Background: an optimization exercise with open tools, aiming at small area, a short achievable clock period and few clock cycles per item. Do not read the settings as production practice.
The RTL was checked by simulation tests, not by an equivalence proof against the original design.
Power figures rest on the tool's default switching activity, not on a simulated workload.

--- flow/run.sh ---
#!/bin/bash
# Layout flow: the standard synthesis and ORFS flow, with
#  - the timing repair steps (floorplan, CTS, global route) aiming for a
#    setup slack of MARGIN ns instead of 0, so that they size and buffer
#    the critical paths for a shorter period than the design's (the
#    constraints themselves are unchanged);
#  - the port buffers made of buf_2 cells instead of the delay buffers
#    buffer_ports picks by default (every port still gets its buffer).
set -euo pipefail
W=$(pwd)
MARGIN=$(cat "$W/flow/margin.txt")
bash standard.sh synth > "$W/synth.log" 2>&1
make -C "$FLOW_HOME" DESIGN_CONFIG="$W/config.mk" WORK_HOME="$W/orfs" CLKGATE_MAP_FILE= \
    SYNTH_SCRIPT="$W/synth_recipe.tcl" SETUP_SLACK_MARGIN="$MARGIN" \
    BUFFER_PORTS_ARGS="-buffer_cell sky130_fd_sc_hd__buf_2" finish > "$W/layout.log" 2>&1
bash standard.sh finish > "$W/final_def.log" 2>&1
--- flow/margin.txt ---
23
--- standard.sh ---
#!/bin/bash
# synth_recipe.tcl (not shown) runs the flow's synth.tcl, then flattens the netlist and writes it again
# the make line also repeats each setting of config.mk as NAME=value (left out here)
make -C /OpenROAD-flow-scripts/flow DESIGN_CONFIG=/design/flow/config.mk WORK_HOME=/design/flow/orfs CLKGATE_MAP_FILE= SYNTH_SCRIPT=/design/flow/synth_recipe.tcl "${@:-finish}"
--- config.mk ---
export PLATFORM = sky130hd
export DESIGN_NAME = dither_stream
export DESIGN_NICKNAME = dither_stream
export VERILOG_FILES = /design/flow/design.v
export SDC_FILE = /design/flow/constraint.sdc
export NUM_CORES = 4
export LEC_CHECK = 0
export CAP_MARGIN = 20
export CORE_MARGIN = 2
export CORE_UTILIZATION = 50
export CTS_CLUSTER_DIAMETER = 60
export CTS_CLUSTER_SIZE = 20
export SLEW_MARGIN = 20
--- constraint.sdc ---
create_clock -name core_clock -period 32.0 [get_ports {clk}]
set_input_delay 6.4000 -clock core_clock [delete_from_list [all_inputs] [get_ports {clk}]]
set_output_delay 6.4000 -clock core_clock [all_outputs]
set_load 0.01 [all_outputs]
--- design.v ---
module dither_stream (
    input  wire        clk,
    input  wire        rst,
    input  wire        start,
    input  wire        mode,
    input  wire [6:0]  width,
    input  wire [15:0] height,
    output reg         busy,
    input  wire        in_valid,
    output wire        in_ready,
    input  wire [7:0]  in_r,
    input  wire [7:0]  in_g,
    input  wire [7:0]  in_b,
    input  wire [7:0]  in_a,
    output reg         out_valid,
    input  wire        out_ready,
    output wire [7:0]  out_r,
    output wire [7:0]  out_g,
    output wire [7:0]  out_b,
    output wire [7:0]  out_a
);
    integer i;
    reg        mode_r;
    reg [6:0]  w_r;
    reg        w_is1, w_is2, w_is3, w_is4, w_ge3;
    reg        sg28, sg16, sg8, sg4, sg2, sg1;    
    wire [6:0] wm1 = w_r - 7'd1;
    wire [6:0] wm2 = w_r - 7'd2;
    wire [6:0] dl  = (w_r >= 7'd5) ? w_r - 7'd5 : 7'd0;
    wire       dl28 = (dl >= 7'd28);
    wire [6:0] dlr = dl28 ? dl - 7'd28 : dl;
    wire       slow = (w_r < 7'd5);
    always @(posedge clk) begin
        if (!busy) begin
            mode_r <= mode;
            w_r    <= width;
        end
        w_is1 <= (w_r == 7'd1);
        w_is2 <= (w_r == 7'd2);
        w_is3 <= (w_r == 7'd3);
        w_is4 <= (w_r == 7'd4);
        w_ge3 <= (w_r >= 7'd3);
        sg28  <= dl28;
        sg16  <= dlr[4];
        sg8   <= dlr[3];
        sg4   <= dlr[2];
        sg2   <= dlr[1];
        sg1   <= dlr[0];
    end
    reg        in_ready_r;
    reg        in_done;
    reg        ir_v;        
    reg        r1_v;        
    reg        r2_v;        
    reg [4:0]  na;          
    reg [4:0]  nq;          
    assign in_ready = in_ready_r;
    wire take  = in_valid && in_ready_r;
    wire pop   = out_valid && out_ready;
    wire start_ok = !busy && start;
    reg [6:0]  px;
    reg [15:0] rows;        
    reg [1:0]  rsat;        
    wire px_last  = (px == wm1);
    wire row_last = (rows == 16'd1);
    wire is_last   = px_last && row_last;
    wire is_penult = w_is1 ? (rows == 16'd2) : ((px == wm2) && row_last);
    wire take_last = ir_v ? is_penult : is_last;
    wire na1      = na[0] && !na[1];
    wire last_pop = pop && in_done && na1;
    wire busy_n   = start_ok || (busy && !last_pop);
    wire done_n   = !start_ok && (in_done || (take && take_last));
    wire full_n   = !pop && (na[4] || (na[3] && take));
    wire throttle = slow && (take || ir_v);
    wire na_up    = take && !pop;
    wire na_dn    = pop && !take;
    always @(posedge clk) begin
        if (rst) begin
            busy       <= 1'b0;
            in_ready_r <= 1'b0;
            in_done    <= 1'b0;
            ir_v       <= 1'b0;
            r1_v       <= 1'b0;
            r2_v       <= 1'b0;
            na         <= 5'd0;
        end else begin
            busy       <= busy_n;
            in_done    <= done_n;
            in_ready_r <= busy_n && !done_n && !full_n && !throttle;
            ir_v       <= take;
            r1_v       <= ir_v;
            r2_v       <= r1_v;
            if (na_up)
                na <= {na[3:0], 1'b1};
            else if (na_dn)
                na <= {1'b0, na[4:1]};
        end
    end
    always @(posedge clk) begin
        if (!busy) begin
            px   <= 7'd0;
            rows <= height;
            rsat <= 2'd0;
        end else if (ir_v) begin
            if (px_last) begin
                px   <= 7'd0;
                rows <= rows - 16'd1;
                if (!rsat[1]) rsat <= rsat + 2'd1;
            end else begin
                px <= px + 7'd1;
            end
        end
    end
    reg [7:0] ir_r, ir_g, ir_b;
    always @(posedge clk) begin
        ir_r <= in_r;
        ir_g <= in_g;
        ir_b <= in_b;
    end
    reg       hq;
    reg [8:0] hg;
    reg [7:0] h2, h3;
    wire       hc  = (hg[2:0] == 3'd7) || (hq && hg[2:0] == 3'd6);
    wire [5:0] h1a = hg[8:3] + {5'd0, hc} - {hq, 5'd0};
    wire [7:0] h1c = mode_r ? hg[7:0] + {6'd0, hq, !hq}
                            : {{2{h1a[5]}}, h1a};
    wire [7:0] pos0 = (r1_v && r2_v) ? h1c : (r1_v || r2_v) ? h2 : h3;
    reg [7:0] r0a, r1a, r2a;
    reg [5:0] r0b, r1b, r3a, r4a;
    function [10:0] enc;
        input       fs;
        input [7:0] a;
        input [5:0] b;
        reg a16, b16;
        begin
            a16 = (a[5:0] == 6'b010000);
            b16 = (b == 6'b010000);
            if (fs)
                enc = {3'b000, a};
            else if (!a16 && !b16)
                enc = {1'b0, a[4:0], b[4:0]};
            else if (a16)
                enc = {2'b10, 3'b000, b};
            else
                enc = {2'b11, 4'b0000, a[4:0]};
        end
    endfunction
    wire [5:0]  bpush = w_is4 ? r3a : (w_is3 ? r2a[5:0] : r4a);
    wire [10:0] head = enc(mode_r, pos0, bpush);
    reg [10:0] s28 [0:27];
    reg [10:0] s16 [0:15];
    reg [10:0] s8  [0:7];
    reg [10:0] s4  [0:3];
    reg [10:0] s2  [0:1];
    reg [10:0] s1;
    wire [10:0] y28 = sg28 ? s28[27] : head;
    wire [10:0] y16 = sg16 ? s16[15] : y28;
    wire [10:0] y8  = sg8  ? s8[7]   : y16;
    wire [10:0] y4  = sg4  ? s4[3]   : y8;
    wire [10:0] y2  = sg2  ? s2[1]   : y4;
    wire [10:0] lo  = sg1  ? s1      : y2;
    always @(posedge clk) begin
        if (ir_v) begin
            s28[0] <= head;
            for (i = 1; i < 28; i = i + 1) s28[i] <= s28[i-1];
            s16[0] <= y28;
            for (i = 1; i < 16; i = i + 1) s16[i] <= s16[i-1];
            s8[0] <= y16;
            for (i = 1; i < 8; i = i + 1) s8[i] <= s8[i-1];
            s4[0] <= y8;
            for (i = 1; i < 4; i = i + 1) s4[i] <= s4[i-1];
            s2[0] <= y4;
            s2[1] <= s2[0];
            s1 <= y2;
        end
    end
    wire [5:0] lo_a6 = lo[10] ? (lo[9] ? {lo[4], lo[4:0]} : 6'b010000)
                              : {lo[9], lo[9:5]};
    wire [5:0] lo_b6 = lo[10] ? (lo[9] ? 6'b010000 : lo[5:0])
                              : {lo[4], lo[4:0]};
    wire [7:0] lo_a  = mode_r ? lo[7:0] : {{2{lo_a6[5]}}, lo_a6};
    always @(posedge clk) begin
        if (ir_v) begin
            r0a <= lo_a;
            r0b <= lo_b6;
            r1a <= r0a;
            r1b <= r0b;
            r2a <= r1a;
            r3a <= r2a[5:0];
            r4a <= r3a;
        end
    end
    wire has_up  = (rsat != 2'd0);
    wire has_up2 = rsat[1];
    wire has_l1  = (px != 7'd0);
    wire has_l2  = (px[6:1] != 6'd0);
    wire has_r1  = !px_last;
    wire [7:0] c_upr = w_is4 ? h3  : (w_is3 ? h2 : r0a);
    wire [7:0] c_up  = w_is4 ? r0a : (w_is3 ? h3 : (w_is2 ? h2 : r1a));
    wire [7:0] c_upl = w_is4 ? r1a : (w_is3 ? r0a : (w_is2 ? h3 : r2a));
    wire [5:0] c_up2 = w_is4 ? r0b  : (w_is3 ? r2a[5:0] : (w_is2 ? r0a[5:0]
                     : (w_is1 ? h2[5:0] : r1b)));
    wire m_upl = has_up && has_l1;
    wire m_up  = has_up && !w_is1;
    wire m_upr = has_up && has_r1 && w_ge3;
    function signed [8:0] val;
        input       fs;
        input [7:0] c;
        begin
            if (fs) val = {c[7] & (c[6:0] != 7'd0), c};
            else    val = {c[7], c};
        end
    endfunction
    wire signed [8:0] e_upl = val(mode_r, c_upl);
    wire signed [8:0] e_up  = val(mode_r, c_up);
    wire signed [8:0] e_upr = val(mode_r, c_upr);
    wire signed [10:0] p5 = (e_up <<< 2) + e_up;
    wire signed [10:0] p3 = (e_upr <<< 1) + e_upr;
    wire [6:0] a1 = (m_upl ? c_upl[6:0] : 7'd0) + (has_up2 ? {c_up2[5], c_up2} : 7'd0);
    wire [6:0] a2 = (m_up  ? c_up[6:0]  : 7'd0);
    wire [6:0] a3 = (m_upr ? c_upr[6:0] : 7'd0);
    wire [6:0] q1 = mode_r ? (m_upl ? {{2{e_upl[8]}}, e_upl[8:4]} : 7'd0) : a1;
    wire [6:0] q2 = mode_r ? (m_up  ? p5[10:4] : 7'd0) : a2;
    wire [6:0] q3 = mode_r ? (m_upr ? p3[10:4] : 7'd0) : a3;
    wire k1 = mode_r && m_upl && (e_upl[3:0] != 4'd0);
    wire k2 = mode_r && m_up  && (e_up[3:0]  != 4'd0);
    wire k3 = mode_r && m_upr && (e_upr[3:0] != 4'd0);
    function [8:0] pchain;
        input [7:0] c;
        input [6:0] q1, q2, q3;
        input       k1, k2, k3;
        reg [9:0] s1, s2, s3;
        reg       i1, i2, i3, z1, z2;
        begin
            s1 = {2'b00, c} + {{3{q1[6]}}, q1};
            i1 = s1[9] & k1;
            z1 = i1 & (s1[7:0] == 8'hff);
            s2 = {2'b00, s1[7:0]} + {{3{q2[6]}}, q2} + {9'd0, i1};
            i2 = (z1 ? q2[6] : s2[9]) & k2;
            z2 = i2 & (s2[7:0] == 8'hff);
            s3 = {2'b00, s2[7:0]} + {{3{q3[6]}}, q3} + {9'd0, i2};
            i3 = (z2 ? q3[6] : s3[9]) & k3;
            pchain = {i3, s3[7:0]};
        end
    endfunction
    wire [8:0] pv_r = pchain(ir_r, q1, q2, q3, k1, k2, k3);
    wire [8:0] pv_g = pchain(ir_g, q1, q2, q3, k1, k2, k3);
    wire [8:0] pv_b = pchain(ir_b, q1, q2, q3, k1, k2, k3);
    wire f_l  = has_l1;
    wire f_u1 = !has_l1 && has_up && w_is1;
    wire f_u2 = !has_l1 && has_up && w_is2;
    wire f_on = f_l || f_u1 || f_u2;
    reg [8:0] v1_r, v1_g, v1_b;
    reg [7:0] fc1;
    always @(posedge clk) begin
        v1_r <= pv_r;
        v1_g <= pv_g;
        v1_b <= pv_b;
        fc1  <= {mode_r && f_u2,                  
                 mode_r && f_u1,                  
                 mode_r && f_l,                   
                 !mode_r && f_on,                 
                 !mode_r && has_l2,               
                 mode_r && (f_u1 || f_u2),        
                 mode_r && f_on,                  
                 1'b0};
    end
    wire [7:0] pv2_r = v1_r[7:0] + {7'd0, v1_r[8]};
    wire [7:0] pv2_g = v1_g[7:0] + {7'd0, v1_g[8]};
    wire [7:0] pv2_b = v1_b[7:0] + {7'd0, v1_b[8]};
    wire a0s_t1 = pv2_r[6] ^ ~pv2_r[4];
    wire a0s_t2 = pv2_r[6] & ~pv2_r[4];
    wire a0s_t3 = pv2_r[7] ^ ~pv2_r[5] ^ ~pv2_r[3];
    wire a0s_t4 = (pv2_r[7] & ~pv2_r[5]) | (pv2_r[7] & ~pv2_r[3]) | (~pv2_r[5] & ~pv2_r[3]);
    wire a0s_t5 = ~pv2_r[6] ^ ~pv2_r[4] ^ pv2_r[2];
    wire a0s_t6 = (~pv2_r[6] & ~pv2_r[4]) | (~pv2_r[6] & pv2_r[2]) | (~pv2_r[4] & pv2_r[2]);
    wire a0s_t7 = ~pv2_r[7] ^ ~pv2_r[5] ^ pv2_r[3];
    wire a0s_t8 = (~pv2_r[7] & ~pv2_r[5]) | (~pv2_r[7] & pv2_r[3]) | (~pv2_r[5] & pv2_r[3]);
    wire a0s_t9 = pv2_r[0] ^ ~pv2_g[6];
    wire a0s_t10 = pv2_r[0] & ~pv2_g[6];
    wire a0s_t11 = ~pv2_r[6] ^ pv2_r[4] ^ pv2_r[1];
    wire a0s_t12 = (~pv2_r[6] & pv2_r[4]) | (~pv2_r[6] & pv2_r[1]) | (pv2_r[4] & pv2_r[1]);
    wire a0s_t13 = ~pv2_g[7] ^ pv2_g[5];
    wire a0s_t14 = ~pv2_g[7] & pv2_g[5];
    wire a0s_t15 = ~pv2_r[7] ^ pv2_r[5] ^ pv2_r[2];
    wire a0s_t16 = (~pv2_r[7] & pv2_r[5]) | (~pv2_r[7] & pv2_r[2]) | (pv2_r[5] & pv2_r[2]);
    wire a0s_t17 = pv2_r[6] ^ pv2_r[3] ^ ~pv2_r[0];
    wire a0s_t18 = (pv2_r[6] & pv2_r[3]) | (pv2_r[6] & ~pv2_r[0]) | (pv2_r[3] & ~pv2_r[0]);
    wire a0s_t19 = pv2_r[7] ^ pv2_r[4] ^ ~pv2_r[1];
    wire a0s_t20 = (pv2_r[7] & pv2_r[4]) | (pv2_r[7] & ~pv2_r[1]) | (pv2_r[4] & ~pv2_r[1]);
    wire a0s_t21 = pv2_g[5] ^ ~pv2_g[2];
    wire a0s_t22 = pv2_g[5] & ~pv2_g[2];
    wire a0s_t23 = pv2_r[5] ^ ~pv2_r[2] ^ pv2_r[0];
    wire a0s_t24 = (pv2_r[5] & ~pv2_r[2]) | (pv2_r[5] & pv2_r[0]) | (~pv2_r[2] & pv2_r[0]);
    wire a0s_t25 = pv2_g[6] ^ ~pv2_g[3];
    wire a0s_t26 = pv2_g[6] & ~pv2_g[3];
    wire a0s_t27 = pv2_r[6] ^ ~pv2_r[3] ^ pv2_r[1];
    wire a0s_t28 = (pv2_r[6] & ~pv2_r[3]) | (pv2_r[6] & pv2_r[1]) | (~pv2_r[3] & pv2_r[1]);
    wire a0s_t29 = pv2_g[7] ^ ~pv2_g[4] ^ ~pv2_g[2];
    wire a0s_t30 = (pv2_g[7] & ~pv2_g[4]) | (pv2_g[7] & ~pv2_g[2]) | (~pv2_g[4] & ~pv2_g[2]);
    wire a0s_t31 = pv2_g[0] ^ pv2_b[7];
    wire a0s_t32 = pv2_g[0] & pv2_b[7];
    wire a0s_t33 = pv2_r[7] ^ ~pv2_r[4] ^ pv2_r[2];
    wire a0s_t34 = (pv2_r[7] & ~pv2_r[4]) | (pv2_r[7] & pv2_r[2]) | (~pv2_r[4] & pv2_r[2]);
    wire a0s_t35 = pv2_r[0] ^ ~pv2_g[5] ^ ~pv2_g[3];
    wire a0s_t36 = (pv2_r[0] & ~pv2_g[5]) | (pv2_r[0] & ~pv2_g[3]) | (~pv2_g[5] & ~pv2_g[3]);
    wire a0s_t37 = pv2_g[1] ^ pv2_b[6];
    wire a0s_t38 = pv2_g[1] & pv2_b[6];
    wire a0s_t39 = ~pv2_r[5] ^ pv2_r[3] ^ pv2_r[1];
    wire a0s_t40 = (~pv2_r[5] & pv2_r[3]) | (~pv2_r[5] & pv2_r[1]) | (pv2_r[3] & pv2_r[1]);
    wire a0s_t41 = ~pv2_g[6] ^ ~pv2_g[4] ^ pv2_g[2];
    wire a0s_t42 = (~pv2_g[6] & ~pv2_g[4]) | (~pv2_g[6] & pv2_g[2]) | (~pv2_g[4] & pv2_g[2]);
    wire a0s_t43 = ~pv2_r[6] ^ pv2_r[4] ^ pv2_r[2];
    wire a0s_t44 = (~pv2_r[6] & pv2_r[4]) | (~pv2_r[6] & pv2_r[2]) | (pv2_r[4] & pv2_r[2]);
    wire a0s_t45 = ~pv2_g[7] ^ ~pv2_g[5];
    wire a0s_t46 = ~pv2_g[7] & ~pv2_g[5];
    wire a0s_t47 = ~pv2_r[7] ^ pv2_r[5];
    wire a0s_t48 = ~pv2_r[7] & pv2_r[5];
    wire a0s_t49 = pv2_r[5] ^ ~pv2_r[3] ^ ~pv2_r[1];
    wire a0s_t50 = (pv2_r[5] & ~pv2_r[3]) | (pv2_r[5] & ~pv2_r[1]) | (~pv2_r[3] & ~pv2_r[1]);
    wire a0s_t51 = ~pv2_r[2] ^ pv2_r[0] ^ ~pv2_g[6];
    wire a0s_t52 = (~pv2_r[2] & pv2_r[0]) | (~pv2_r[2] & ~pv2_g[6]) | (pv2_r[0] & ~pv2_g[6]);
    wire a0s_t53 = ~pv2_g[3] ^ pv2_g[1] ^ ~pv2_b[4];
    wire a0s_t54 = (~pv2_g[3] & pv2_g[1]) | (~pv2_g[3] & ~pv2_b[4]) | (pv2_g[1] & ~pv2_b[4]);
    wire a0s_t55 = pv2_r[1] ^ ~pv2_g[7] ^ ~pv2_g[4];
    wire a0s_t56 = (pv2_r[1] & ~pv2_g[7]) | (pv2_r[1] & ~pv2_g[4]) | (~pv2_g[7] & ~pv2_g[4]);
    wire a0s_t57 = pv2_g[2] ^ ~pv2_b[5] ^ ~pv2_b[1];
    wire a0s_t58 = (pv2_g[2] & ~pv2_b[5]) | (pv2_g[2] & ~pv2_b[1]) | (~pv2_b[5] & ~pv2_b[1]);
    wire a0s_t59 = 1'b1 ^ a0s_t3;
    wire a0s_t60 = 1'b1 & a0s_t3;
    wire a0s_t61 = ~pv2_g[5] ^ pv2_g[3] ^ pv2_g[0];
    wire a0s_t62 = (~pv2_g[5] & pv2_g[3]) | (~pv2_g[5] & pv2_g[0]) | (pv2_g[3] & pv2_g[0]);
    wire a0s_t63 = ~pv2_b[6] ^ ~pv2_b[2] ^ pv2_b[0];
    wire a0s_t64 = (~pv2_b[6] & ~pv2_b[2]) | (~pv2_b[6] & pv2_b[0]) | (~pv2_b[2] & pv2_b[0]);
    wire a0s_t65 = 1'b1 ^ a0s_t5 ^ a0s_t4;
    wire a0s_t66 = (1'b1 & a0s_t5) | (1'b1 & a0s_t4) | (a0s_t5 & a0s_t4);
    wire a0s_t67 = pv2_g[4] ^ pv2_g[1] ^ ~pv2_b[7];
    wire a0s_t68 = (pv2_g[4] & pv2_g[1]) | (pv2_g[4] & ~pv2_b[7]) | (pv2_g[1] & ~pv2_b[7]);
    wire a0s_t69 = ~pv2_b[3] ^ pv2_b[1] ^ 1'b1;
    wire a0s_t70 = (~pv2_b[3] & pv2_b[1]) | (~pv2_b[3] & 1'b1) | (pv2_b[1] & 1'b1);
    wire a0s_t71 = a0s_t7 ^ a0s_t9 ^ a0s_t6;
    wire a0s_t72 = (a0s_t7 & a0s_t9) | (a0s_t7 & a0s_t6) | (a0s_t9 & a0s_t6);
    wire a0s_t73 = pv2_g[2] ^ ~pv2_b[4] ^ pv2_b[2];
    wire a0s_t74 = (pv2_g[2] & ~pv2_b[4]) | (pv2_g[2] & pv2_b[2]) | (~pv2_b[4] & pv2_b[2]);
    wire a0s_t75 = pv2_b[0] ^ 1'b1 ^ a0s_t11;
    wire a0s_t76 = (pv2_b[0] & 1'b1) | (pv2_b[0] & a0s_t11) | (1'b1 & a0s_t11);
    wire a0s_t77 = a0s_t13 ^ a0s_t8 ^ a0s_t10;
    wire a0s_t78 = (a0s_t13 & a0s_t8) | (a0s_t13 & a0s_t10) | (a0s_t8 & a0s_t10);
    wire a0s_t79 = pv2_g[6] ^ pv2_g[3] ^ ~pv2_g[0];
    wire a0s_t80 = (pv2_g[6] & pv2_g[3]) | (pv2_g[6] & ~pv2_g[0]) | (pv2_g[3] & ~pv2_g[0]);
    wire a0s_t81 = ~pv2_b[5] ^ pv2_b[3] ^ pv2_b[1];
    wire a0s_t82 = (~pv2_b[5] & pv2_b[3]) | (~pv2_b[5] & pv2_b[1]) | (pv2_b[3] & pv2_b[1]);
    wire a0s_t83 = a0s_t15 ^ a0s_t12 ^ a0s_t14;
    wire a0s_t84 = (a0s_t15 & a0s_t12) | (a0s_t15 & a0s_t14) | (a0s_t12 & a0s_t14);
    wire a0s_t85 = pv2_g[7] ^ pv2_g[4] ^ ~pv2_g[1];
    wire a0s_t86 = (pv2_g[7] & pv2_g[4]) | (pv2_g[7] & ~pv2_g[1]) | (pv2_g[4] & ~pv2_g[1]);
    wire a0s_t87 = ~pv2_b[6] ^ pv2_b[4] ^ pv2_b[2];
    wire a0s_t88 = (~pv2_b[6] & pv2_b[4]) | (~pv2_b[6] & pv2_b[2]) | (pv2_b[4] & pv2_b[2]);
    wire a0s_t89 = ~pv2_b[0] ^ a0s_t17 ^ a0s_t16;
    wire a0s_t90 = (~pv2_b[0] & a0s_t17) | (~pv2_b[0] & a0s_t16) | (a0s_t17 & a0s_t16);
    wire a0s_t91 = ~pv2_g[0] ^ ~pv2_b[7] ^ pv2_b[5];
    wire a0s_t92 = (~pv2_g[0] & ~pv2_b[7]) | (~pv2_g[0] & pv2_b[5]) | (~pv2_b[7] & pv2_b[5]);
    wire a0s_t93 = pv2_b[3] ^ ~pv2_b[1] ^ 1'b1;
    wire a0s_t94 = (pv2_b[3] & ~pv2_b[1]) | (pv2_b[3] & 1'b1) | (~pv2_b[1] & 1'b1);
    wire a0s_t95 = a0s_t19 ^ a0s_t21 ^ a0s_t18;
    wire a0s_t96 = (a0s_t19 & a0s_t21) | (a0s_t19 & a0s_t18) | (a0s_t21 & a0s_t18);
    wire a0s_t97 = ~pv2_g[1] ^ pv2_b[6] ^ pv2_b[4];
    wire a0s_t98 = (~pv2_g[1] & pv2_b[6]) | (~pv2_g[1] & pv2_b[4]) | (pv2_b[6] & pv2_b[4]);
    wire a0s_t99 = ~pv2_b[2] ^ 1'b1 ^ a0s_t23;
    wire a0s_t100 = (~pv2_b[2] & 1'b1) | (~pv2_b[2] & a0s_t23) | (1'b1 & a0s_t23);
    wire a0s_t101 = a0s_t25 ^ a0s_t20 ^ a0s_t22;
    wire a0s_t102 = (a0s_t25 & a0s_t20) | (a0s_t25 & a0s_t22) | (a0s_t20 & a0s_t22);
    wire a0s_t103 = pv2_b[5] ^ ~pv2_b[3] ^ pv2_b[0];
    wire a0s_t104 = (pv2_b[5] & ~pv2_b[3]) | (pv2_b[5] & pv2_b[0]) | (~pv2_b[3] & pv2_b[0]);
    wire a0s_t105 = 1'b1 ^ a0s_t27 ^ a0s_t29;
    wire a0s_t106 = (1'b1 & a0s_t27) | (1'b1 & a0s_t29) | (a0s_t27 & a0s_t29);
    wire a0s_t107 = a0s_t31 ^ a0s_t24 ^ a0s_t26;
    wire a0s_t108 = (a0s_t31 & a0s_t24) | (a0s_t31 & a0s_t26) | (a0s_t24 & a0s_t26);
    wire a0s_t109 = ~pv2_b[4] ^ pv2_b[1] ^ 1'b1;
    wire a0s_t110 = (~pv2_b[4] & pv2_b[1]) | (~pv2_b[4] & 1'b1) | (pv2_b[1] & 1'b1);
    wire a0s_t111 = a0s_t33 ^ a0s_t35 ^ a0s_t37;
    wire a0s_t112 = (a0s_t33 & a0s_t35) | (a0s_t33 & a0s_t37) | (a0s_t35 & a0s_t37);
    wire a0s_t113 = a0s_t28 ^ a0s_t30 ^ a0s_t32;
    wire a0s_t114 = (a0s_t28 & a0s_t30) | (a0s_t28 & a0s_t32) | (a0s_t30 & a0s_t32);
    wire a0s_t115 = pv2_g[0] ^ pv2_b[7] ^ ~pv2_b[5];
    wire a0s_t116 = (pv2_g[0] & pv2_b[7]) | (pv2_g[0] & ~pv2_b[5]) | (pv2_b[7] & ~pv2_b[5]);
    wire a0s_t117 = pv2_b[2] ^ a0s_t39 ^ a0s_t41;
    wire a0s_t118 = (pv2_b[2] & a0s_t39) | (pv2_b[2] & a0s_t41) | (a0s_t39 & a0s_t41);
    wire a0s_t119 = a0s_t34 ^ a0s_t36 ^ a0s_t38;
    wire a0s_t120 = (a0s_t34 & a0s_t36) | (a0s_t34 & a0s_t38) | (a0s_t36 & a0s_t38);
    wire a0s_t121 = pv2_g[3] ^ pv2_g[1] ^ ~pv2_b[6];
    wire a0s_t122 = (pv2_g[3] & pv2_g[1]) | (pv2_g[3] & ~pv2_b[6]) | (pv2_g[1] & ~pv2_b[6]);
    wire a0s_t123 = pv2_b[3] ^ 1'b1 ^ a0s_t43;
    wire a0s_t124 = (pv2_b[3] & 1'b1) | (pv2_b[3] & a0s_t43) | (1'b1 & a0s_t43);
    wire a0s_t125 = a0s_t45 ^ a0s_t40 ^ a0s_t42;
    wire a0s_t126 = (a0s_t45 & a0s_t40) | (a0s_t45 & a0s_t42) | (a0s_t40 & a0s_t42);
    wire a0s_t127 = pv2_r[3] ^ ~pv2_g[6] ^ pv2_g[4];
    wire a0s_t128 = (pv2_r[3] & ~pv2_g[6]) | (pv2_r[3] & pv2_g[4]) | (~pv2_g[6] & pv2_g[4]);
    wire a0s_t129 = pv2_g[2] ^ ~pv2_b[7] ^ pv2_b[4];
    wire a0s_t130 = (pv2_g[2] & ~pv2_b[7]) | (pv2_g[2] & pv2_b[4]) | (~pv2_b[7] & pv2_b[4]);
    wire a0s_t131 = a0s_t47 ^ a0s_t44 ^ a0s_t46;
    wire a0s_t132 = (a0s_t47 & a0s_t44) | (a0s_t47 & a0s_t46) | (a0s_t44 & a0s_t46);
    wire a0s_t133 = pv2_r[6] ^ pv2_r[4] ^ ~pv2_g[7];
    wire a0s_t134 = (pv2_r[6] & pv2_r[4]) | (pv2_r[6] & ~pv2_g[7]) | (pv2_r[4] & ~pv2_g[7]);
    wire a0s_t135 = pv2_g[5] ^ pv2_g[3] ^ pv2_b[5];
    wire a0s_t136 = (pv2_g[5] & pv2_g[3]) | (pv2_g[5] & pv2_b[5]) | (pv2_g[3] & pv2_b[5]);
    wire a0s_t137 = 1'b1 ^ a0s_t48;
    wire a0s_t138 = 1'b1 & a0s_t48;
    wire a0s_t139 = pv2_r[7] ^ pv2_r[5] ^ pv2_g[6];
    wire a0s_t140 = (pv2_r[7] & pv2_r[5]) | (pv2_r[7] & pv2_g[6]) | (pv2_r[5] & pv2_g[6]);
    wire a0s_t141 = pv2_g[4] ^ pv2_b[6];
    wire a0s_t142 = pv2_g[4] & pv2_b[6];
    wire a0s_t143 = pv2_r[3] ^ ~pv2_r[1];
    wire a0s_t144 = pv2_r[3] & ~pv2_r[1];
    wire a0s_t145 = pv2_r[4] ^ ~pv2_r[2] ^ ~pv2_r[0];
    wire a0s_t146 = (pv2_r[4] & ~pv2_r[2]) | (pv2_r[4] & ~pv2_r[0]) | (~pv2_r[2] & ~pv2_r[0]);
    wire a0s_t147 = ~pv2_g[4] ^ ~pv2_g[1];
    wire a0s_t148 = ~pv2_g[4] & ~pv2_g[1];
    wire a0s_t149 = ~pv2_g[5] ^ ~pv2_g[2] ^ pv2_g[0];
    wire a0s_t150 = (~pv2_g[5] & ~pv2_g[2]) | (~pv2_g[5] & pv2_g[0]) | (~pv2_g[2] & pv2_g[0]);
    wire a0s_t151 = ~pv2_b[3] ^ 1'b1 ^ a0s_t49;
    wire a0s_t152 = (~pv2_b[3] & 1'b1) | (~pv2_b[3] & a0s_t49) | (1'b1 & a0s_t49);
    wire a0s_t153 = ~pv2_b[0] ^ 1'b1 ^ a0s_t1;
    wire a0s_t154 = (~pv2_b[0] & 1'b1) | (~pv2_b[0] & a0s_t1) | (1'b1 & a0s_t1);
    wire a0s_t155 = a0s_t51 ^ a0s_t53 ^ a0s_t50;
    wire a0s_t156 = (a0s_t51 & a0s_t53) | (a0s_t51 & a0s_t50) | (a0s_t53 & a0s_t50);
    wire a0s_t157 = a0s_t2 ^ a0s_t55 ^ a0s_t57;
    wire a0s_t158 = (a0s_t2 & a0s_t55) | (a0s_t2 & a0s_t57) | (a0s_t55 & a0s_t57);
    wire a0s_t159 = a0s_t59 ^ a0s_t52 ^ a0s_t54;
    wire a0s_t160 = (a0s_t59 & a0s_t52) | (a0s_t59 & a0s_t54) | (a0s_t52 & a0s_t54);
    wire a0s_t161 = a0s_t61 ^ a0s_t63 ^ a0s_t65;
    wire a0s_t162 = (a0s_t61 & a0s_t63) | (a0s_t61 & a0s_t65) | (a0s_t63 & a0s_t65);
    wire a0s_t163 = a0s_t56 ^ a0s_t58 ^ a0s_t60;
    wire a0s_t164 = (a0s_t56 & a0s_t58) | (a0s_t56 & a0s_t60) | (a0s_t58 & a0s_t60);
    wire a0s_t165 = a0s_t67 ^ a0s_t69 ^ a0s_t71;
    wire a0s_t166 = (a0s_t67 & a0s_t69) | (a0s_t67 & a0s_t71) | (a0s_t69 & a0s_t71);
    wire a0s_t167 = a0s_t62 ^ a0s_t64 ^ a0s_t66;
    wire a0s_t168 = (a0s_t62 & a0s_t64) | (a0s_t62 & a0s_t66) | (a0s_t64 & a0s_t66);
    wire a0s_t169 = a0s_t73 ^ a0s_t75 ^ a0s_t77;
    wire a0s_t170 = (a0s_t73 & a0s_t75) | (a0s_t73 & a0s_t77) | (a0s_t75 & a0s_t77);
    wire a0s_t171 = a0s_t68 ^ a0s_t70 ^ a0s_t72;
    wire a0s_t172 = (a0s_t68 & a0s_t70) | (a0s_t68 & a0s_t72) | (a0s_t70 & a0s_t72);
    wire a0s_t173 = a0s_t79 ^ a0s_t81 ^ a0s_t83;
    wire a0s_t174 = (a0s_t79 & a0s_t81) | (a0s_t79 & a0s_t83) | (a0s_t81 & a0s_t83);
    wire a0s_t175 = a0s_t74 ^ a0s_t76 ^ a0s_t78;
    wire a0s_t176 = (a0s_t74 & a0s_t76) | (a0s_t74 & a0s_t78) | (a0s_t76 & a0s_t78);
    wire a0s_t177 = a0s_t85 ^ a0s_t87 ^ a0s_t89;
    wire a0s_t178 = (a0s_t85 & a0s_t87) | (a0s_t85 & a0s_t89) | (a0s_t87 & a0s_t89);
    wire a0s_t179 = a0s_t80 ^ a0s_t82 ^ a0s_t84;
    wire a0s_t180 = (a0s_t80 & a0s_t82) | (a0s_t80 & a0s_t84) | (a0s_t82 & a0s_t84);
    wire a0s_t181 = a0s_t91 ^ a0s_t93 ^ a0s_t95;
    wire a0s_t182 = (a0s_t91 & a0s_t93) | (a0s_t91 & a0s_t95) | (a0s_t93 & a0s_t95);
    wire a0s_t183 = a0s_t86 ^ a0s_t88 ^ a0s_t90;
    wire a0s_t184 = (a0s_t86 & a0s_t88) | (a0s_t86 & a0s_t90) | (a0s_t88 & a0s_t90);
    wire a0s_t185 = a0s_t97 ^ a0s_t99 ^ a0s_t101;
    wire a0s_t186 = (a0s_t97 & a0s_t99) | (a0s_t97 & a0s_t101) | (a0s_t99 & a0s_t101);
    wire a0s_t187 = a0s_t92 ^ a0s_t94 ^ a0s_t96;
    wire a0s_t188 = (a0s_t92 & a0s_t94) | (a0s_t92 & a0s_t96) | (a0s_t94 & a0s_t96);
    wire a0s_t189 = a0s_t103 ^ a0s_t105 ^ a0s_t107;
    wire a0s_t190 = (a0s_t103 & a0s_t105) | (a0s_t103 & a0s_t107) | (a0s_t105 & a0s_t107);
    wire a0s_t191 = a0s_t98 ^ a0s_t100 ^ a0s_t102;
    wire a0s_t192 = (a0s_t98 & a0s_t100) | (a0s_t98 & a0s_t102) | (a0s_t100 & a0s_t102);
    wire a0s_t193 = a0s_t109 ^ a0s_t111 ^ a0s_t113;
    wire a0s_t194 = (a0s_t109 & a0s_t111) | (a0s_t109 & a0s_t113) | (a0s_t111 & a0s_t113);
    wire a0s_t195 = a0s_t104 ^ a0s_t106 ^ a0s_t108;
    wire a0s_t196 = (a0s_t104 & a0s_t106) | (a0s_t104 & a0s_t108) | (a0s_t106 & a0s_t108);
    wire a0s_t197 = a0s_t115 ^ a0s_t117 ^ a0s_t119;
    wire a0s_t198 = (a0s_t115 & a0s_t117) | (a0s_t115 & a0s_t119) | (a0s_t117 & a0s_t119);
    wire a0s_t199 = a0s_t110 ^ a0s_t112 ^ a0s_t114;
    wire a0s_t200 = (a0s_t110 & a0s_t112) | (a0s_t110 & a0s_t114) | (a0s_t112 & a0s_t114);
    wire a0s_t201 = a0s_t121 ^ a0s_t123 ^ a0s_t125;
    wire a0s_t202 = (a0s_t121 & a0s_t123) | (a0s_t121 & a0s_t125) | (a0s_t123 & a0s_t125);
    wire a0s_t203 = a0s_t116 ^ a0s_t118 ^ a0s_t120;
    wire a0s_t204 = (a0s_t116 & a0s_t118) | (a0s_t116 & a0s_t120) | (a0s_t118 & a0s_t120);
    wire a0s_t205 = a0s_t127 ^ a0s_t129 ^ a0s_t131;
    wire a0s_t206 = (a0s_t127 & a0s_t129) | (a0s_t127 & a0s_t131) | (a0s_t129 & a0s_t131);
    wire a0s_t207 = a0s_t122 ^ a0s_t124 ^ a0s_t126;
    wire a0s_t208 = (a0s_t122 & a0s_t124) | (a0s_t122 & a0s_t126) | (a0s_t124 & a0s_t126);
    wire a0s_t209 = a0s_t133 ^ a0s_t135 ^ a0s_t137;
    wire a0s_t210 = (a0s_t133 & a0s_t135) | (a0s_t133 & a0s_t137) | (a0s_t135 & a0s_t137);
    wire a0s_t211 = a0s_t128 ^ a0s_t130 ^ a0s_t132;
    wire a0s_t212 = (a0s_t128 & a0s_t130) | (a0s_t128 & a0s_t132) | (a0s_t130 & a0s_t132);
    wire a0s_t213 = 1'b1 ^ a0s_t139 ^ a0s_t141;
    wire a0s_t214 = (1'b1 & a0s_t139) | (1'b1 & a0s_t141) | (a0s_t139 & a0s_t141);
    wire a0s_t215 = a0s_t134 ^ a0s_t136 ^ a0s_t138;
    wire a0s_t216 = (a0s_t134 & a0s_t136) | (a0s_t134 & a0s_t138) | (a0s_t136 & a0s_t138);
    wire a0s_t217 = pv2_r[6] ^ pv2_g[7] ^ pv2_g[5];
    wire a0s_t218 = (pv2_r[6] & pv2_g[7]) | (pv2_r[6] & pv2_g[5]) | (pv2_g[7] & pv2_g[5]);
    wire a0s_t219 = pv2_b[7] ^ a0s_t140 ^ a0s_t142;
    wire a0s_t220 = (pv2_b[7] & a0s_t140) | (pv2_b[7] & a0s_t142) | (a0s_t140 & a0s_t142);
    wire a0s_t221 = pv2_r[7] ^ pv2_g[6];
    wire a0s_t222 = pv2_r[7] & pv2_g[6];
    wire a0s_t223 = pv2_r[2] ^ ~pv2_r[0];
    wire a0s_t224 = pv2_r[2] & ~pv2_r[0];
    wire a0s_t225 = ~pv2_g[3] ^ ~pv2_g[0] ^ ~pv2_b[1];
    wire a0s_t226 = (~pv2_g[3] & ~pv2_g[0]) | (~pv2_g[3] & ~pv2_b[1]) | (~pv2_g[0] & ~pv2_b[1]);
    wire a0s_t227 = ~pv2_b[2] ^ a0s_t145 ^ a0s_t147;
    wire a0s_t228 = (~pv2_b[2] & a0s_t145) | (~pv2_b[2] & a0s_t147) | (a0s_t145 & a0s_t147);
    wire a0s_t229 = a0s_t149 ^ a0s_t151 ^ a0s_t146;
    wire a0s_t230 = (a0s_t149 & a0s_t151) | (a0s_t149 & a0s_t146) | (a0s_t151 & a0s_t146);
    wire a0s_t231 = a0s_t153 ^ a0s_t155 ^ a0s_t150;
    wire a0s_t232 = (a0s_t153 & a0s_t155) | (a0s_t153 & a0s_t150) | (a0s_t155 & a0s_t150);
    wire a0s_t233 = a0s_t157 ^ a0s_t159 ^ a0s_t154;
    wire a0s_t234 = (a0s_t157 & a0s_t159) | (a0s_t157 & a0s_t154) | (a0s_t159 & a0s_t154);
    wire a0s_t235 = a0s_t161 ^ a0s_t163 ^ a0s_t158;
    wire a0s_t236 = (a0s_t161 & a0s_t163) | (a0s_t161 & a0s_t158) | (a0s_t163 & a0s_t158);
    wire a0s_t237 = a0s_t165 ^ a0s_t167 ^ a0s_t162;
    wire a0s_t238 = (a0s_t165 & a0s_t167) | (a0s_t165 & a0s_t162) | (a0s_t167 & a0s_t162);
    wire a0s_t239 = a0s_t169 ^ a0s_t171 ^ a0s_t166;
    wire a0s_t240 = (a0s_t169 & a0s_t171) | (a0s_t169 & a0s_t166) | (a0s_t171 & a0s_t166);
    wire a0s_t241 = a0s_t173 ^ a0s_t175 ^ a0s_t170;
    wire a0s_t242 = (a0s_t173 & a0s_t175) | (a0s_t173 & a0s_t170) | (a0s_t175 & a0s_t170);
    wire a0s_t243 = a0s_t177 ^ a0s_t179 ^ a0s_t174;
    wire a0s_t244 = (a0s_t177 & a0s_t179) | (a0s_t177 & a0s_t174) | (a0s_t179 & a0s_t174);
    wire a0s_t245 = a0s_t181 ^ a0s_t183 ^ a0s_t178;
    wire a0s_t246 = (a0s_t181 & a0s_t183) | (a0s_t181 & a0s_t178) | (a0s_t183 & a0s_t178);
    wire a0s_t247 = a0s_t185 ^ a0s_t187 ^ a0s_t182;
    wire a0s_t248 = (a0s_t185 & a0s_t187) | (a0s_t185 & a0s_t182) | (a0s_t187 & a0s_t182);
    wire a0s_t249 = a0s_t189 ^ a0s_t191 ^ a0s_t186;
    wire a0s_t250 = (a0s_t189 & a0s_t191) | (a0s_t189 & a0s_t186) | (a0s_t191 & a0s_t186);
    wire a0s_t251 = a0s_t193 ^ a0s_t195 ^ a0s_t190;
    wire a0s_t252 = (a0s_t193 & a0s_t195) | (a0s_t193 & a0s_t190) | (a0s_t195 & a0s_t190);
    wire a0s_t253 = a0s_t197 ^ a0s_t199 ^ a0s_t194;
    wire a0s_t254 = (a0s_t197 & a0s_t199) | (a0s_t197 & a0s_t194) | (a0s_t199 & a0s_t194);
    wire a0s_t255 = a0s_t201 ^ a0s_t203 ^ a0s_t198;
    wire a0s_t256 = (a0s_t201 & a0s_t203) | (a0s_t201 & a0s_t198) | (a0s_t203 & a0s_t198);
    wire a0s_t257 = a0s_t205 ^ a0s_t207 ^ a0s_t202;
    wire a0s_t258 = (a0s_t205 & a0s_t207) | (a0s_t205 & a0s_t202) | (a0s_t207 & a0s_t202);
    wire a0s_t259 = a0s_t209 ^ a0s_t211 ^ a0s_t206;
    wire a0s_t260 = (a0s_t209 & a0s_t211) | (a0s_t209 & a0s_t206) | (a0s_t211 & a0s_t206);
    wire a0s_t261 = a0s_t213 ^ a0s_t215 ^ a0s_t210;
    wire a0s_t262 = (a0s_t213 & a0s_t215) | (a0s_t213 & a0s_t210) | (a0s_t215 & a0s_t210);
    wire a0s_t263 = a0s_t217 ^ a0s_t219 ^ a0s_t214;
    wire a0s_t264 = (a0s_t217 & a0s_t219) | (a0s_t217 & a0s_t214) | (a0s_t219 & a0s_t214);
    wire a0s_t265 = 1'b1 ^ a0s_t221 ^ a0s_t218;
    wire a0s_t266 = (1'b1 & a0s_t221) | (1'b1 & a0s_t218) | (a0s_t221 & a0s_t218);
    wire a0s_t267 = pv2_g[7] ^ 1'b1;
    wire a0s_t268 = pv2_g[7] & 1'b1;
    wire a0s_t269 = pv2_r[0] ^ ~pv2_g[0];
    wire a0s_t270 = pv2_r[0] & ~pv2_g[0];
    wire a0s_t271 = pv2_r[1] ^ ~pv2_g[1] ^ 1'b1;
    wire a0s_t272 = (pv2_r[1] & ~pv2_g[1]) | (pv2_r[1] & 1'b1) | (~pv2_g[1] & 1'b1);
    wire a0s_t273 = ~pv2_g[2] ^ ~pv2_b[0] ^ a0s_t223;
    wire a0s_t274 = (~pv2_g[2] & ~pv2_b[0]) | (~pv2_g[2] & a0s_t223) | (~pv2_b[0] & a0s_t223);
    wire a0s_t275 = a0s_t143 ^ a0s_t225 ^ a0s_t224;
    wire a0s_t276 = (a0s_t143 & a0s_t225) | (a0s_t143 & a0s_t224) | (a0s_t225 & a0s_t224);
    wire a0s_t277 = a0s_t144 ^ a0s_t227 ^ a0s_t226;
    wire a0s_t278 = (a0s_t144 & a0s_t227) | (a0s_t144 & a0s_t226) | (a0s_t227 & a0s_t226);
    wire a0s_t279 = a0s_t148 ^ a0s_t229 ^ a0s_t228;
    wire a0s_t280 = (a0s_t148 & a0s_t229) | (a0s_t148 & a0s_t228) | (a0s_t229 & a0s_t228);
    wire a0s_t281 = a0s_t152 ^ a0s_t231 ^ a0s_t230;
    wire a0s_t282 = (a0s_t152 & a0s_t231) | (a0s_t152 & a0s_t230) | (a0s_t231 & a0s_t230);
    wire a0s_t283 = a0s_t156 ^ a0s_t233 ^ a0s_t232;
    wire a0s_t284 = (a0s_t156 & a0s_t233) | (a0s_t156 & a0s_t232) | (a0s_t233 & a0s_t232);
    wire a0s_t285 = a0s_t160 ^ a0s_t235 ^ a0s_t234;
    wire a0s_t286 = (a0s_t160 & a0s_t235) | (a0s_t160 & a0s_t234) | (a0s_t235 & a0s_t234);
    wire a0s_t287 = a0s_t164 ^ a0s_t237 ^ a0s_t236;
    wire a0s_t288 = (a0s_t164 & a0s_t237) | (a0s_t164 & a0s_t236) | (a0s_t237 & a0s_t236);
    wire a0s_t289 = a0s_t168 ^ a0s_t239 ^ a0s_t238;
    wire a0s_t290 = (a0s_t168 & a0s_t239) | (a0s_t168 & a0s_t238) | (a0s_t239 & a0s_t238);
    wire a0s_t291 = a0s_t172 ^ a0s_t241 ^ a0s_t240;
    wire a0s_t292 = (a0s_t172 & a0s_t241) | (a0s_t172 & a0s_t240) | (a0s_t241 & a0s_t240);
    wire a0s_t293 = a0s_t176 ^ a0s_t243 ^ a0s_t242;
    wire a0s_t294 = (a0s_t176 & a0s_t243) | (a0s_t176 & a0s_t242) | (a0s_t243 & a0s_t242);
    wire a0s_t295 = a0s_t180 ^ a0s_t245 ^ a0s_t244;
    wire a0s_t296 = (a0s_t180 & a0s_t245) | (a0s_t180 & a0s_t244) | (a0s_t245 & a0s_t244);
    wire a0s_t297 = a0s_t184 ^ a0s_t247 ^ a0s_t246;
    wire a0s_t298 = (a0s_t184 & a0s_t247) | (a0s_t184 & a0s_t246) | (a0s_t247 & a0s_t246);
    wire a0s_t299 = a0s_t188 ^ a0s_t249 ^ a0s_t248;
    wire a0s_t300 = (a0s_t188 & a0s_t249) | (a0s_t188 & a0s_t248) | (a0s_t249 & a0s_t248);
    wire a0s_t301 = a0s_t192 ^ a0s_t251 ^ a0s_t250;
    wire a0s_t302 = (a0s_t192 & a0s_t251) | (a0s_t192 & a0s_t250) | (a0s_t251 & a0s_t250);
    wire a0s_t303 = a0s_t196 ^ a0s_t253 ^ a0s_t252;
    wire a0s_t304 = (a0s_t196 & a0s_t253) | (a0s_t196 & a0s_t252) | (a0s_t253 & a0s_t252);
    wire a0s_t305 = a0s_t200 ^ a0s_t255 ^ a0s_t254;
    wire a0s_t306 = (a0s_t200 & a0s_t255) | (a0s_t200 & a0s_t254) | (a0s_t255 & a0s_t254);
    wire a0s_t307 = a0s_t204 ^ a0s_t257 ^ a0s_t256;
    wire a0s_t308 = (a0s_t204 & a0s_t257) | (a0s_t204 & a0s_t256) | (a0s_t257 & a0s_t256);
    wire a0s_t309 = a0s_t208 ^ a0s_t259 ^ a0s_t258;
    wire a0s_t310 = (a0s_t208 & a0s_t259) | (a0s_t208 & a0s_t258) | (a0s_t259 & a0s_t258);
    wire a0s_t311 = a0s_t212 ^ a0s_t261 ^ a0s_t260;
    wire a0s_t312 = (a0s_t212 & a0s_t261) | (a0s_t212 & a0s_t260) | (a0s_t261 & a0s_t260);
    wire a0s_t313 = a0s_t216 ^ a0s_t263 ^ a0s_t262;
    wire a0s_t314 = (a0s_t216 & a0s_t263) | (a0s_t216 & a0s_t262) | (a0s_t263 & a0s_t262);
    wire a0s_t315 = a0s_t220 ^ a0s_t265 ^ a0s_t264;
    wire a0s_t316 = (a0s_t220 & a0s_t265) | (a0s_t220 & a0s_t264) | (a0s_t265 & a0s_t264);
    wire a0s_t317 = a0s_t222 ^ a0s_t267 ^ a0s_t266;
    wire a0s_t318 = (a0s_t222 & a0s_t267) | (a0s_t222 & a0s_t266) | (a0s_t267 & a0s_t266);
    wire a0s_t319 = 1'b1 ^ a0s_t268;
    wire a0s_t320 = 1'b1 & a0s_t268;
    wire [26:0] a0s_a = {1'b1, a0s_t319, a0s_t317, a0s_t315, a0s_t313, a0s_t311, a0s_t309, a0s_t307, a0s_t305, a0s_t303, a0s_t301, a0s_t299, a0s_t297, a0s_t295, a0s_t293, a0s_t291, a0s_t289, a0s_t287, a0s_t285, a0s_t283, a0s_t281, a0s_t279, a0s_t277, a0s_t275, a0s_t273, a0s_t271, 1'b1};
    wire [26:0] a0s_b = {a0s_t320, a0s_t318, a0s_t316, a0s_t314, a0s_t312, a0s_t310, a0s_t308, a0s_t306, a0s_t304, a0s_t302, a0s_t300, a0s_t298, a0s_t296, a0s_t294, a0s_t292, a0s_t290, a0s_t288, a0s_t286, a0s_t284, a0s_t282, a0s_t280, a0s_t278, a0s_t276, a0s_t274, a0s_t272, a0s_t270, a0s_t269};
    wire [26:0] a0s = a0s_a + a0s_b;
    reg [26:0] a0k;
    reg [7:0]  v2_r, v2_g, v2_b;
    reg [7:0]  fc2;
    always @(posedge clk) begin
        a0k  <= a0s;
        v2_r <= pv2_r;
        v2_g <= pv2_g;
        v2_b <= pv2_b;
        fc2  <= fc1;
    end
    wire fx1 = fc2[7], fx2 = fc2[6], fx3 = fc2[5], fa1 = fc2[4], fa2 = fc2[3];
    wire fy  = fc2[2], fc = fc2[1];
    wire [13:0] g14 = {{5{hg[8]}}, hg};
    wire [13:0] ea2 = {{4{h2[5]}}, h2[5:0], 4'd0};
    wire [13:0] kx = ({14{fx1}} & (g14 << 1)) | ({14{fx2}} & (g14 << 2))
                   | ({14{fx3}} & (g14 << 3)) | ({14{fa1}} & {g14[12:3], 4'd0});
    wire [13:0] ky = ({14{fy}} & g14) | ({14{fx3}} & ~g14) | ({14{fa2}} & ea2);
    wire [13:0] kz = ({14{fx1}} & (hq ? 14'h3d06 : 14'h0003))    
                   | ({14{fx2}} & (hq ? 14'h3b0a : 14'h0005))    
                   | ({14{fx3}} & (hq ? 14'h390f : 14'h0008))    
                   | ({14{fa1}} & ({hq, hq, hq, hq, hq, 9'd0} | {9'd0, hc, 4'd0}));   
    wire [13:0] ks = kx ^ ky ^ kz;
    wire [13:0] kc = ((kx & ky) | (kx & kz) | (ky & kz)) << 1;
    wire [4:0]  k4 = {1'b0, ks[3:0]} + {1'b0, kc[3:0]};
    wire        c4 = k4[4];
    wire        fcor = fc && (hq ? (hg[3:0] != 4'he) : (hg[3:0] != 4'hf));
    function [26:0] adj;
        input [7:0]  v;
        input [13:0] xs, xc;
        input        fcr;
        input [26:0] a256n, a1, a257, a256;
        reg   [13:0] a, s, c, t;
        reg          hi, ng, m1;
        begin
            a  = {2'b00, v, 4'b0000};
            s  = a ^ xs ^ xc;
            c  = ((a & xs) | (a & xc) | (xs & xc)) << 1;
            t  = s + c;
            hi = !t[13] && t[12];
            ng = t[13];
            m1 = (t[13:4] == 10'h3ff);
            adj = ({27{hi}} & a256n)
                | ({27{ng && m1 && fcr}} & a1)
                | ({27{ng && !m1 && fcr}} & a257)
                | ({27{ng && !fcr}} & a256);
        end
    endfunction
    wire [26:0] j_r = adj(v2_r, ks, kc, fcor, 27'h6cdd300, 27'h001322d, 27'h1335f2d, 27'h1322d00);
    wire [26:0] j_g = adj(v2_g, ks, kc, fcor, 27'h5a6e900, 27'h0025917, 27'h25b7017, 27'h2591700);
    wire [26:0] j_b = adj(v2_b, ks, kc, fcor, 27'h78b4400, 27'h00074bc, 27'h07530bc, 27'h074bc00);
    wire [26:0] t_ks = {ks[12:4], 18'd0};
    wire [26:0] t_kc = {kc[12:4], 18'd0};
    wire [26:0] fs1a = a0k ^ t_ks ^ t_kc;
    wire [26:0] fc1a = (((a0k & t_ks) | (a0k & t_kc) | (t_ks & t_kc)) << 1) | {8'd0, c4, 18'd0};
    wire [26:0] fs1b = j_r ^ j_g ^ j_b;
    wire [26:0] fc1b = ((j_r & j_g) | (j_r & j_b) | (j_g & j_b)) << 1;
    wire [26:0] fs2  = fs1a ^ fc1a ^ fs1b;
    wire [26:0] fc2x = ((fs1a & fc1a) | (fs1a & fs1b) | (fc1a & fs1b)) << 1;
    wire [26:0] fs3  = fs2 ^ fc2x ^ fc1b;
    wire [26:0] fc3  = ((fs2 & fc2x) | (fs2 & fc1b) | (fc2x & fc1b)) << 1;
    wire [26:0] lsum = fs3 + fc3;
    wire [8:0] gm1  = lsum[26:18];
    wire       q_hi = !gm1[8] && gm1[7];
    always @(posedge clk) begin
        if (r2_v) begin
            hq <= q_hi;
            hg <= gm1;
            h2 <= h1c;
            h3 <= h2;
        end
    end
    reg [7:0] qa [0:4];
    reg [4:0] qkn;           
    wire [5:0] nae = {na, 1'b1} & ~{1'b0, na};    
    wire [5:0] nqe = {nq, 1'b1} & ~{1'b0, nq};
    wire nq_up = r2_v && !pop;
    wire nq_dn = pop && !r2_v;
    always @(posedge clk) begin
        for (i = 0; i < 5; i = i + 1) begin
            if (pop ? nae[i + 1] : nae[i])
                qa[i] <= in_a;
            else if (pop)
                qa[i] <= (i < 4) ? qa[(i + 1) % 5] : qa[i];
            if (r2_v && (pop ? nqe[i + 1] : nqe[i]))
                qkn[i] <= !q_hi;
            else if (pop)
                qkn[i] <= (i < 4) ? qkn[(i + 1) % 5] : qkn[i];
        end
    end
    always @(posedge clk) begin
        if (rst) begin
            nq        <= 5'd0;
            out_valid <= 1'b0;
        end else begin
            if (nq_up)
                nq <= {nq[3:0], 1'b1};
            else if (nq_dn)
                nq <= {1'b0, nq[4:1]};
            out_valid <= r2_v || nq[1] || (nq[0] && !pop);
        end
    end
    assign out_r = 8'd0;
    assign out_g = {8{qkn[0]}};
    assign out_b = {qkn[0], 2'b00, qkn[0], qkn[0], qkn[0], 2'b00};
    assign out_a = qa[0];
endmodule
==> results of run 1 <==
==> per-stage QoR <==
stage	std cells	area [sq um]	util	setup WS [ns]	hold slack (ns)
floorplan	3499	46800	-	23.56	0.310
global placement	4765	48600	0.522	23.13	0.318
detailed placement	4766	48600	0.522	22.94	0.317
CTS	4903	51200	0.551	23.04	0.333
global route	4908	51300	0.552	22.99	0.336
finish	4908	51300	0.552	23.52	0.331
==> kinds of logic after synthesis <==
logic type,share of synthesized area
AO/OA/AOI/OAI,0.0791
XOR/XNOR,0.0348
adder cells (fa/ha/maj),0.171
buffers and inverters,0.0410
flip-flops,0.574
multiplexers,0.0309
other,0.0000802
AND/OR/NAND/NOR,0.0693
==> what timing repair did <==
action                     in CTS  in global routing
resized for setup               1                 13
pin swaps                       0                  1
setup endpoints to repair       5                 17
buffers inserted                0                  5
==> worst paths after layout <==
kind,startpoint,to
worst max-delay path,px[2]$_SDFFE_PN0P_,v1_b[8]$_DFF_P_
worst min-delay path,fc1[2]$_DFF_P_,fc2[2]$_DFF_P_
worst min register to register,fc1[2]$_DFF_P_,fc2[2]$_DFF_P_
worst max register to register,px[2]$_SDFFE_PN0P_,v1_b[8]$_DFF_P_
==> critical path, delay by kind of cell, from the launching register on <==
family                     cells  cell delay, ns
adders and majority gates      5            1.52
DFF                            1            0.40
and+or+nand+nor               13            2.93
xor gates and xnor gates       2            0.26
AOI/OAI and AO/OA             17            2.68
buffers and inverters          3            0.37
muxes                          1            0.20
==> synth_stat cells (all sizes together) (9+ instances only) <==
| cell | n | area, sq um |
|---|---|---|
| a211oi | 29 | 238 |
| a21o | 39 | 293 |
| a21oi | 165 | 826 |
| a221o | 10 | 100 |
| a22oi | 10 | 75.1 |
| a31oi | 21 | 131 |
| and2 | 16 | 100 |
| and3 | 22 | 145 |
| buf | 40 | 267 |
| clkbuf | 64 | 240 |
| dfxtp | 153 | 3060 |
| edfxtp | 792 | 23800 |
| fa | 230 | 4600 |
| ha | 271 | 3390 |
| inv | 373 | 1400 |
| mux2 | 74 | 833 |
| mux2i | 61 | 611 |
| nand2 | 163 | 612 |
| nand2b | 32 | 200 |
| nand3 | 38 | 190 |
| nand4 | 12 | 75.1 |
| nor2 | 220 | 826 |
| nor2b | 38 | 238 |
| nor3 | 44 | 220 |
| nor4 | 14 | 87.6 |
| o2111ai | 9 | 78.8 |
| o211ai | 10 | 75.1 |
| o21a | 30 | 225 |
| o21ai | 116 | 592 |
| o21bai | 11 | 82.6 |
| o22ai | 22 | 138 |
| o31ai | 16 | 120 |
| or2 | 21 | 131 |
| or3 | 14 | 87.6 |
| xnor2 | 111 | 972 |
| xor2 | 75 | 657 |
==> flip-flops by register name, indices dropped and copies added (netlist names), 11 cells and up <==
signal and flops:
s4 44, s16 176, s2 22, qa 40
a0k 27, s8 88, rows 16, s1 11
s28 308
==> metal layers <==
metal  global-route usage  up-vias  routed length, um
met5                    0        -                  0
met4               0.0738        0               3180
met1                0.280    13310              43700
li1                     -    12591                  -
met3               0.0253      158               3210
met2                0.338      483              46600
==> power by group through the flow <==
stage	Sequential (uW)	Combinational, uW	Clock (uW)
2_1_floorplan	1460	765	0
3_5_place_dp	1470	1060	0
6_report	1440	1050	971
4_1_cts	1440	1070	1010
3_3_place_gp	1470	1040	0
5_1_grt	1450	1200	1050
==> cell type report <==
type,count,share of cell area
sequential,945,0.523
multi-input combinational,2074,0.353
clock buffer,85,0.0387
tap,1254,0.0306
inverter,376,0.0276
timing repair buffer,122,0.0144
clock inverter,52,0.0130
==> impl_metrics.tcl, run 1 <==
set metrics [dict create \
    fin_nets 4158 \
    pwr-share-seq 0.416 \
    htreeDepth 3 \
    synth-async-reset-ratio 0 \
    netlist_area_sq_um 46800 \
    design.core.area_sq_um 93000 \
    final.setup.tns_ns 0 \
    ir_drop_mv 0.0747 \
    clk_pin_slew_ns 0.07 \
    hold_viol 0 \
    n_antenna_cell 0 \
    worstHoldPathType "reg -> reg" \
    timing.slew.headroom 0.254 \
    initial_core_util 0.503 \
    grt_pass1_vias 26960 \
    power.switching_uw 1140 \
    status "no timing/DRC/antenna violations" \
    worst-path-max-fanout 10 \
    num_vias 26542 \
    drt-initial-drc-count 2019 \
    cts_root_buf "clkbuf_16" \
    setup_violations 0 \
    worstSetupStartpointType "register" \
    fill_cells 7646 \
    clock_latency_ns 0.66 \
    totalPowerFinal_uw 3470 \
    finalMaxSlewViolations 0 \
    tightest_slew_ns 1.11 \
    rows 112 \
    p_int_uw 2330 \
    totalWireLength_um 96700 \
    hpwlAfterDp_um 69600 \
    numCtsBuffers 77 \
    die_x_um 310 \
    comb_power_share 0.304 \
    drive_gt1_frac 0.102 \
    finalCritPeriodShare 0.265 \
    crit_slowest_cell "or4_4" \
    cts_tree "done" \
    syn2layout_area_growth_pct 9.78 \
    r2r.worst_path.cells 41 \
    register_area_sq_um 26900 \
    gp_congestion 0.895 \
    drtAntennaViolNets 0 \
    via_per_inst 5.41 \
    firstDrtPassIters 7 \
    fmaxAchievable_mhz 118 \
    io_pins 96 \
    synth_cell_types 85 \
    leakage_uw 0.0201 \
    grt_antenna_before_repair 1 \
    power_density_nw_per_um2 67.5 \
    rrSetupSlack_ns 23.52 \
    cts_buffer_depth 3 \
    portBuffers 83 \
    drcViolationCount 0 \
    synth_cells 3488 \
    syn_area_per_cell_sq_um 13.4 \
    dieArea_sq_um 96000 \
    grt.overflow.total 0 \
    layout_min_cycle_time_ns 8.48 \
    rsz0062_at_grt "false" \
    grt_start_max_net_pins 179 \
    multiInputGateArea_sq_um 18100 \
    end_kind "register" \
    switching_share 0.328 \
    cp_slowest_stage_delay_ns 0.59 \
    clkSinkCount 945 \
    ys_ff_latch 945 \
    die_y_um 310 \
    grt_usage 0.205 \
    final_cell_mix "edfxtp_1, inv_1, ha_1" \
    clock_skew_ns 0.0509 \
    yosys_most_used_dff "edfxtp_1" \
    yosys_warnings 7 \
    min_path_cells 0 \
    detail_route.wl_per_cell_um 19.7 \
    clkPwrFrac 0.280 \
    synth_edf_count 792 \
    max_cap_viol_count 0 \
    layout.cells.most_common "edfxtp_1" \
    cts_hold_buf 0 \
    cp.arrival_ns 9.04 \
    grt_pass1_wl_um 151000 \
    yosysSeqAreaShare 0.574 \
    required_ns 32.56 \
    critPathKind "reg -> reg" \
]
Testbench counts, summed over its fixed seeds: cycles 32,928, pixels 32,768.
==> run 2, diff against run 1 <==
--- a/config.mk
+++ b/config.mk
@@ -8,6 +8,4 @@
 export CAP_MARGIN = 20
 export CORE_MARGIN = 2
 export CORE_UTILIZATION = 50
-export CTS_CLUSTER_DIAMETER = 60
-export CTS_CLUSTER_SIZE = 20
 export SLEW_MARGIN = 20
==> run 2 against run 1 <==
Compared with the run above:
- clock power grew 23%
- first-iteration DRC count shrank 0.84%
- still clean on timing, DRC and antenna
- synthesized cell count is the same
- register-to-register slack lost 0.04 ns
- die area is the same
- routed wire length grew 0.79%
- hold slack gained 0.00076 ns
- sequential cell count is the same
- critical endpoint unchanged
- sequential power is essentially flat
- clock-buffer cell count grew 39
- power grew 6.5%
- design area grew 1.5%
==> impl_metrics.tcl, run 2 <==
set metrics [dict create \
    status "no timing/DRC/antenna violations" \
    yosysSeqAreaShare 0.574 \
    io_pins 96 \
    clkSinkCount 945 \
    drcViolationCount 0 \
    hpwlAfterDp_um 69600 \
    grt_pass1_vias 27320 \
    r2r-start "px[2]$_SDFFE_PN0P_" \
    drive_gt1_frac 0.107 \
    fmaxAchievable_mhz 117 \
    syn2layout_area_growth_pct 11.4 \
    grt_antenna_before_repair 1 \
    initial_core_util 0.503 \
    numCtsBuffers 97 \
    yosys_most_used_dff "edfxtp_1" \
    synth_area_leaders "edfxtp_1, fa_1, ha_1" \
    yosys_warnings 7 \
    synth_commonest_cells "edfxtp_1, inv_1, ha_1" \
    cp_slowest_stage_delay_ns 0.60 \
    final.setup.tns_ns 0 \
    worstSetupStartpointType "register" \
    cts_tree "done" \
    syn_area_per_cell_sq_um 13.4 \
    top_regs "s28 x308, s16 x176, s8 x88" \
    hp-start "fc1[5]$_DFF_P_" \
    num_vias 26562 \
    required_ns 32.57 \
    n_antenna_cell 0 \
    whs_ns 0.332 \
    portBuffers 83 \
    timing.slew.headroom 0.305 \
    synth_cell_types 85 \
    largest_reg_flops 308 \
    synth_cells 3488 \
    crit_slowest_cell "or4_4" \
    synth.most_common_cell "edfxtp_1" \
    leakage_uw 0.0205 \
    synth-async-reset-ratio 0 \
    htreeDepth 3 \
    rows 112 \
    cts_root_buf "clkbuf_16" \
    die_x_um 310 \
    rsz0062_at_grt "false" \
    clock_latency_ns 0.68 \
    drt-initial-drc-count 2002 \
    end_kind "register" \
    dieArea_sq_um 96000 \
    setup_violations 0 \
    max_cap_viol_count 0 \
    drtAntennaViolNets 0 \
    regMostFlops "s28" \
    synth_edf_count 792 \
    worst-path-max-fanout 10 \
    final_cell_mix "edfxtp_1, inv_1, ha_1" \
    finalMaxSlewViolations 0 \
    multiInputGateArea_sq_um 18100 \
    critPathKind "reg -> reg" \
    hold_viol 0 \
    startpoint "px[2]$_SDFFE_PN0P_" \
    gp_congestion 0.895 \
    cp.arrival_ns 9.09 \
    grt_pass1_wl_um 152000 \
    worstHoldPathType "reg -> reg" \
    clock_skew_ns 0.0524 \
    layout_min_cycle_time_ns 8.52 \
    cts_buffer_depth 3 \
    firstDrtPassIters 5 \
    register_area_sq_um 26900 \
    ys_ff_latch 945 \
    tightest_slew_ns 1.04 \
    finalCritPeriodShare 0.266 \
    totalWireLength_um 97500 \
    netlist_area_sq_um 46800 \
    via_per_inst 5.36 \
    grt_usage 0.206 \
    grt_start_max_net_pins 179 \
    fill_cells 7582 \
    synth_top_area_cell "edfxtp_1" \
    placed_cell_area_sq_um 48600 \
    die_y_um 310 \
    grt.overflow.total 0 \
    fin_area_sq_um 52100 \
    detail_route.wl_per_cell_um 19.7 \
    layout.cells.most_common "edfxtp_1" \
    power_density_nw_per_um2 70.8 \
    design.core.area_sq_um 93000 \
    clk_pin_slew_ns 0.06 \
    synth_top_cell_area_share 0.508 \
    fin_nets 4178 \
    ir_drop_mv 0.0752 \
]
## run 2: metal layers
metal	share of wire	wire length [um]	global-route usage
met5	0	0	0
met4	0.036	3490	0.0827
met3	0.030	2920	0.0239
met2	0.48	46600	0.340
met1	0.46	44500	0.280
## run 2: report_power, final
group          internal [uW]  switching, uW  total, uW
logic                    428            630       1060
registers               1410           34.2       1440
clock network            716            474       1190
## run 2: logic make-up (layout without fill, tap and decap cells)
| kind of cell | after synthesis | after routing | share of synthesized area |
|---|---|---|---|
| buf+inv | 480 | 680 | 0.0410 |
| mux | 135 | 135 | 0.0309 |
| fa+ha+maj | 501 | 501 | 0.171 |
| xor+xnor | 186 | 186 | 0.0348 |
| other cells | 1 | 12 | 0.0000802 |
| compound gates | 568 | 568 | 0.0791 |
| flops | 945 | 945 | 0.574 |
| simple gates | 672 | 672 | 0.0693 |
## run 2: final timing paths
path / end / slack (ns) / cells past startpoint
max: v1_b[8]$_DFF_P_ / 23.48 / 41
min: fc2[5]$_DFF_P_ / 0.33 / 0
max reg2reg: v1_b[8]$_DFF_P_ / 23.48 / 41
min reg2reg: fc2[5]$_DFF_P_ / 0.33 / 0
## run 2: critical path: cells and delay by family (launching register included)
| family | cells | cell delay (ns) |
|---|---|---|
| buffers and inverters | 3 | 0.37 |
| flip-flops | 1 | 0.39 |
| AO/OA/AOI/OAI | 17 | 2.70 |
| XOR/XNOR | 2 | 0.27 |
| adder cells (fa/ha/maj) | 5 | 1.52 |
| AND/OR/NAND/NOR | 13 | 2.96 |
| multiplexers | 1 | 0.20 |
## run 2: area by class of cell
cell class                 count  share of cell area
timing repair buffer         122              0.0141
inverter                     376              0.0272
tap                         1254              0.0301
clock inverter                58              0.0151
sequential                   945               0.515
multi-input combinational   2074               0.348
clock buffer                 124              0.0505
## run 2: what timing repair did
| item | CTS | global route |
|---|---|---|
| hold buffers | 0 | 0 |
| resized for setup | 1 | 13 |
| setup endpoints to repair | 4 | 17 |
| buffers inserted | 0 | 5 |
| pin swaps | 0 | 1 |
| gates cloned | 0 | 0 |
## run 2: stage by stage
| step | util | total power [uW] | setup slack, ns | std cells |
|---|---|---|---|---|
| 3_3_place_gp | 0.522 | 2510 | 23.13 | 4765 |
| 5_1_grt | 0.560 | 3920 | 22.97 | 4953 |
| 3_5_place_dp | 0.522 | 2530 | 22.94 | 4766 |
| 2_1_floorplan | - | 2230 | 23.56 | 3499 |
| 4_1_cts | 0.559 | 3740 | 23.02 | 4948 |
| 6_report | 0.560 | 3690 | 23.48 | 4953 |

## static timing again, ports no longer ideal
The flow's constraints put no driver on any port. The routed layouts listed below were extracted and timed again, unchanged, in two steps. Step 1, drivers: a clkbuf_16 drives clk and a buf_2 each remaining input, both assumed. Step 2 times the ports against the registers' clock, not the clock port: input delays grow and output delays shrink by t, the midpoint of the rising clock arrivals with the driver on. a / b / c = ideal / step 1 / step 2; a / b = the first two.
run	shift t [ns]	slack for setup (ns)	worst setup path at the end
run 1	0.717	23.522 / 23.522 / 23.070	input to register
run 2	0.730	23.478 / 23.478 / 23.080	input to register
After both steps every run listed still meets setup and hold. The setup slack of run 1, which loses most, moves by 0.000 ns with the drivers and by -0.452 ns with both steps.
